This design comes from an exercise in tuning for small area, a short achievable clock period and few clock cycles per item on the open sky130 flow, not from production work. Function was checked by simulation only, so behaviour that the tests miss may differ from the original. No activity file was given, so power comes from the tool's default toggle rates.

## tbacc
module tbacc (
    input  wire         clk,
    input  wire         rst,
    input  wire         cmd_valid,
    output wire         cmd_ready,
    input  wire [7:0]   cmd_op,
    input  wire [63:0]  cmd_a,
    input  wire [63:0]  cmd_b,
    output wire         rsp_valid,
    output wire [7:0]   rsp_status,
    output wire [63:0]  rsp_data,
    output wire         mem_req,
    output wire         mem_wide,
    output wire [31:0]  mem_addr,
    input  wire         mem_ack,
    input  wire [63:0]  mem_rdata,
    input  wire         mem_err,
    output wire [63:0]  value_o,
    output wire [15:0]  status_o
);
==> flow/config.mk <==
export PLATFORM = sky130hd
export DESIGN_NAME = tbacc
export DESIGN_NICKNAME = tbacc
export VERILOG_FILES = /design/flow/design.v
export SDC_FILE = /design/flow/constraint.sdc
export NUM_CORES = 4
export LEC_CHECK = 0
export CAP_MARGIN = 20
export CORE_MARGIN = 2
export CORE_UTILIZATION = 40
export PLACE_DENSITY = 0.7
export SLEW_MARGIN = 20
export TNS_END_PERCENT = 0
==> flow/constraint.sdc <==
create_clock -name core_clock -period 12.5 [get_ports {clk}]
set_input_delay 2.5000 -clock core_clock [delete_from_list [all_inputs] [get_ports {clk}]]
set_output_delay 2.5000 -clock core_clock [all_outputs]
set_load 0.01 [all_outputs]
standard.sh (not shown) runs the stock make flow with config.mk's settings and CLKGATE_MAP_FILE= SYNTH_SCRIPT=/design/flow/synth_recipe.tcl, a recipe that flattens the netlist after the stock synthesis.
==> flow/flow/run.sh <==
#!/bin/bash
set -euo pipefail
bash standard.sh SETUP_SLACK_MARGIN=9 "BUFFER_PORTS_ARGS=-buffer_cell sky130_fd_sc_hd__buf_4" finish > standard.log 2>&1
The starting point produced a clean layout.
Testbench counts at the start, summed over its fixed seeds: cycles 16,276, hashes 384.
Next try:
==> flow/flow/run.sh (replaced) <==
#!/bin/bash
set -euo pipefail
bash standard.sh SETUP_SLACK_MARGIN=9 "BUFFER_PORTS_ARGS=-buffer_cell sky130_fd_sc_hd__buf_2" finish > standard.log 2>&1
--- a/flow/config.mk
+++ b/flow/config.mk
@@ -10,3 +10,3 @@
 export CORE_UTILIZATION = 40
-export PLACE_DENSITY = 0.7
+export PLACE_DENSITY = 0.6
 export SLEW_MARGIN = 20
Effect: Die area does not change. Total power drops by 2.0%. Routed wire length drops by 4.4%. Worst setup slack got worse by 0.098 ns. Combinational power drops by 5.6%. Design area drops by 2.3%. Flip-flop and latch count is unchanged. Cell count stays flat. Hold slack got worse by 0.019 ns. Clock skew climbs by 0.0090 ns.
Next try:
==> flow/flow/run.sh (replaced) <==
#!/bin/bash
set -euo pipefail
bash standard.sh SETUP_SLACK_MARGIN=9 "BUFFER_PORTS_ARGS=-buffer_cell sky130_fd_sc_hd__buf_4" finish > standard.log 2>&1
--- a/flow/config.mk
+++ b/flow/config.mk
@@ -12,2 +12,2 @@
 export SLEW_MARGIN = 20
-export TNS_END_PERCENT = 0
+export TNS_END_PERCENT = 5
First-iteration DRC count is higher by about 1.1%.
Routed wire length goes up by about 8%.
Maximum frequency rose by 3.5%.
Setup slack is better by 0.15 ns.
Non-clock buffer count rose by 208.
Count of clock-buffer cells in the layout increases by 1.
Utilization rose by 4.3 points.
Final cell count went up by 3.3%.
Worst hold slack barely changes.
Next try:
==> flow/flow/run.sh (replaced) <==
#!/bin/bash
set -euo pipefail
bash standard.sh SETUP_SLACK_MARGIN=9 "BUFFER_PORTS_ARGS=-buffer_cell sky130_fd_sc_hd__buf_1" finish > standard.log 2>&1
--- a/flow/config.mk
+++ b/flow/config.mk
@@ -12,2 +12,2 @@
 export SLEW_MARGIN = 20
-export TNS_END_PERCENT = 5
+export TNS_END_PERCENT = 0
=> The new run produced a clean layout; power is lower by 2.6%; final area is lower by 9.4%; wire length is lower by 6.4%; clock skew stays flat; global-route usage is lower by 2.7 points.
Next try:
==> flow/flow/run.sh (replaced) <==
#!/bin/bash
set -euo pipefail
bash standard.sh SETUP_SLACK_MARGIN=9.5 "BUFFER_PORTS_ARGS=-buffer_cell sky130_fd_sc_hd__buf_4" finish > standard.log 2>&1
- The new run completed with no timing, DRC or antenna violations
- total power grows by a few percent
- global-route usage rose by 1.1 points
- area after synthesis is unchanged
Next try:
==> flow/flow/run.sh (replaced) <==
#!/bin/bash
set -euo pipefail
bash standard.sh SETUP_SLACK_MARGIN=9 "BUFFER_PORTS_ARGS=-buffer_cell sky130_fd_sc_hd__buf_2" finish > standard.log 2>&1
--- a/flow/config.mk
+++ b/flow/config.mk
@@ -9,4 +9,4 @@
 export CORE_MARGIN = 2
-export CORE_UTILIZATION = 40
-export PLACE_DENSITY = 0.6
+export CORE_UTILIZATION = 45
+export PLACE_DENSITY = 0.65
 export SLEW_MARGIN = 20
Outcome: The changed run finished with timing, DRC and antenna clean. Clock skew went up by 0.0074 ns. Die area drops by 11%. Worst setup slack degrades by 0.17 ns. Worst hold slack gets worse by 0.0073 ns. Global-route usage went up by 2.7 points. Wire length fell by 4.9%. Non-clock buffer count is lower by 37. Combinational power shrinks by 9.4%. Clock-buffer cell count went down by 4. Clock power came out lower by about 4%.

-- port drivers added, routing unchanged --
In the flow no input, the clock included, has a driving cell. The finished layouts below were timed again as built, in two steps.
Step 1 assumes that a clkbuf_16 drives the clock port and a buf_2 every other input.
Step 2 moves the port delays by t, midway between the first and last clock arrival at a register: inputs arrive t later, outputs are due t later. That takes back most of the time a late clock gives input paths.
Three values: ideal, step 1, step 2; two values: the first two.
| run | shift t [ns] | setup WS [ns] | pins driven straight from the clock port |
|---|---|---|---|
| the first run | 0.751 | 8.197 / 8.197 / 7.995 | 1 |
| the second run | 0.746 | 8.099 / 8.099 / 7.886 | 1 |
| the third run | 0.758 | 8.246 / 8.246 / 7.733 | 1 |
| the fourth run | 0.757 | 8.143 / 8.143 / 7.919 | 1 |
| the fifth run | 0.761 | 8.184 / 8.184 / 7.911 | 1 |
| the sixth run | 0.746 | 8.011 / 8.011 / 7.911 | 1 |
After both steps every run listed still meets setup and hold. The setup slack of the third run, which loses most, moves by 0.000 ns with the drivers and by -0.513 ns with both steps.
